What follows belongs to an exercise in optimizing a design on an open flow for small area, a short achievable clock period and few clock cycles; a production flow would make more cautious choices. RTL that was checked went through simulation tests only; none was proved equivalent to the original. Power is estimated from default activity; no workload was simulated.

== lagoon ==
// sprite_renderer
module sprite_renderer (
    input  wire        clk,
    input  wire        rst,
    input  wire [15:0] cfg_tile_mult,
    input  wire [16:0] cfg_tile_len,     
    input  wire [1:0]  cfg_pal_cnt,      
    input  wire [15:0] cfg_nent0,        
    input  wire [15:0] cfg_nent1,        
    input  wire        cfg_debug,
    input  wire        pal_we,
    input  wire        pal_slot,
    input  wire [3:0]  pal_idx,
    input  wire [15:0] pal_wdata,
    input  wire        start,
    input  wire [15:0] attr0,
    input  wire [15:0] attr1,
    input  wire [15:0] attr2,
    output wire        ready,
    output reg         tile_req,
    output reg  [13:0] tile_addr,
    input  wire        tile_gnt,
    input  wire [31:0] tile_rdata,
    output reg         pix_valid,
    output reg  [5:0]  pix_x,
    output reg  [5:0]  pix_y,
    output wire [31:0] pix_rgba,
    output reg         done,
    output wire [6:0]  spr_w,
    output wire [6:0]  spr_h,
    output reg         ev_tile_oor,
    output reg         ev_pidx_oor,
    output reg         ev_pnum_oor
);
    function [2:0] c8lo;
        input [4:0] c;
        begin
            case (c)
                5'd0,  5'd1,  5'd2,  5'd3,  5'd4:           c8lo = 3'd0;
                5'd5,  5'd6,  5'd7,  5'd8:                  c8lo = 3'd1;
                5'd9,  5'd10, 5'd11, 5'd12, 5'd13:          c8lo = 3'd2;
                5'd14, 5'd15, 5'd16, 5'd17:                 c8lo = 3'd3;
                5'd18, 5'd19, 5'd20, 5'd21, 5'd22:          c8lo = 3'd4;
                5'd23, 5'd24, 5'd25, 5'd26:                 c8lo = 3'd5;
                5'd27, 5'd28, 5'd29, 5'd30:                 c8lo = 3'd6;
                default:                                    c8lo = 3'd7;
            endcase
        end
    endfunction
    function [3:0] w_oh;
        input [1:0] shape;
        input [1:0] size;
        begin
            case ({shape, size})
                4'b00_00: w_oh = 4'b0001;  4'b00_01: w_oh = 4'b0010;
                4'b00_10: w_oh = 4'b0100;  4'b00_11: w_oh = 4'b1000;
  ...
Size: ~2,700 cells after synthesis, ~730 flip-flops.
Settings: LEC_CHECK=0, ABC_AREA=1, CAP_MARGIN=20, CORE_MARGIN=2, CORE_UTILIZATION=55, CTS_CLUSTER_DIAMETER=90, CTS_CLUSTER_SIZE=30, PLACE_DENSITY=0.7, SLEW_MARGIN=20; clock period 8.0 ns.
standard.sh (not shown) runs the stock make flow with config.mk's settings and CLKGATE_MAP_FILE= SYNTH_SCRIPT=/design/flow/synth_recipe.tcl, a recipe that flattens the netlist after the stock synthesis.
==> flow/flow/run.sh <==
#!/bin/bash
# The standard layout (standard.sh: standard synthesis, floorplan, place,
# CTS, route), with two extra ORFS settings: the port buffers are buf_2 cells
# and repair_timing aims for a larger setup slack. Output goes to
# standard_flow.log in this folder (ORFS's own step logs are under orfs/logs).
set -euo pipefail
bash standard.sh \
  "BUFFER_PORTS_ARGS=-buffer_cell sky130_fd_sc_hd__buf_2" \
  SETUP_SLACK_MARGIN=5.4 \
  finish > standard_flow.log 2>&1
lagoon closes out successfully: all stages finished, all timing, DRC and antenna checks passed.
Changes in amber relative to lagoon:
diff --git a/flow/design.v b/flow/design.v
--- a/flow/design.v
+++ b/flow/design.v
@@ -133,16 +133,18 @@
             pnum_bad    <= ~a_pnum_ok;
         end
         wsel_o      <= wsel;
         hsel_o      <= hsel;
         ev_pnum_oor <= pnum_bad;
     end
+    reg [11:0] tcnt;             
     reg        dbg_r;
     reg        nbig_r;
     reg [3:0]  nlo_r;
     always @(posedge clk) begin
+        tcnt     <= cfg_tile_len[16:5];
         dbg_r    <= cfg_debug;
         nbig_r   <= slot ? |cfg_nent1[15:4] : |cfg_nent0[15:4];
         nlo_r    <= slot ? cfg_nent1[3:0] : cfg_nent0[3:0];
     end
     reg [15:0] ms;               
     reg [10:0] ts;               
@@ -163,13 +165,12 @@
         end
         if (idle)
             ovf <= 1'b0;
         else if (ms[0])
             ovf <= ovf | acc_sum[11] | tbig;
     end
-    wire [11:0] tcnt     = cfg_tile_len[16:5];
     wire        fit0     = ({ovf, acc} < tcnt);
     reg         fitnext;     
     always @(posedge clk)
         fitnext <= (({1'b0, tile_addr[13:3]} + 12'd1) < tcnt);
     reg [31:0] w0, w1;
     reg [7:0]  m0, m1;
Notes after the runs:
- amber vs lagoon: combinational power down by a few percent
- amber against lagoon: multi-input gate count did not really move; simple-gate portion of the synthesized area went up.
- Compared with lagoon, amber shows a final antenna diode count that is 1 lower.
- Comparing lagoon and amber, the higher fraction of standard cell area in multi-input logic is on lagoon.
- Compared to lagoon, the number of flip-flops in amber is higher.
- amber against lagoon: clock insertion delay at the later pin of the skew report went down by 0.05 ns, count of pins on the block boundary was more or less identical, power went up by 0.00017 W.
- The higher fraction of power consumed by sequential logic of lagoon and amber is in lagoon.
- Higher slew at the pin with the worst max-slew slack was reported by amber, not lagoon.
- Synthesized cell count, lagoon and amber: lower on amber
Testbench counts of amber, summed over its fixed seeds: cycles 102,538.
The RTL of lagoon was laid out without a check of its function.

[separate check: timing with driven ports]
Ports are ideal in the flow. The routed layouts listed here were re-timed in OpenROAD.
Step 1: set_driving_cell puts a clkbuf_16 on clk and a buf_2 on each other input, an assumption about the parent block.
Step 2, shift: input delay + t, output delay - t, t = (earliest + latest rising clock arrival at the registers) / 2. This alone moves slack from input paths to output paths.
a / b / c = no drivers / after step 1 / after step 2; a / b = the first two.
| run | shift t [ns] | setup slack, ns | worst register clock-pin slew, ns | worst slew at a driven data input, ns |
|---|---|---|---|---|
| lagoon | 0.685 | 5.265 / 5.204 / 4.815 | 0.11 / 0.11 | 0.07 |
| amber | 0.635 | 5.321 / 5.267 / 5.024 | 0.11 / 0.11 | 0.05 |
After both steps setup and hold are still met in every run listed. For lagoon, which loses most, drivers alone change the setup slack by -0.061 ns; drivers and shift together by -0.450 ns.
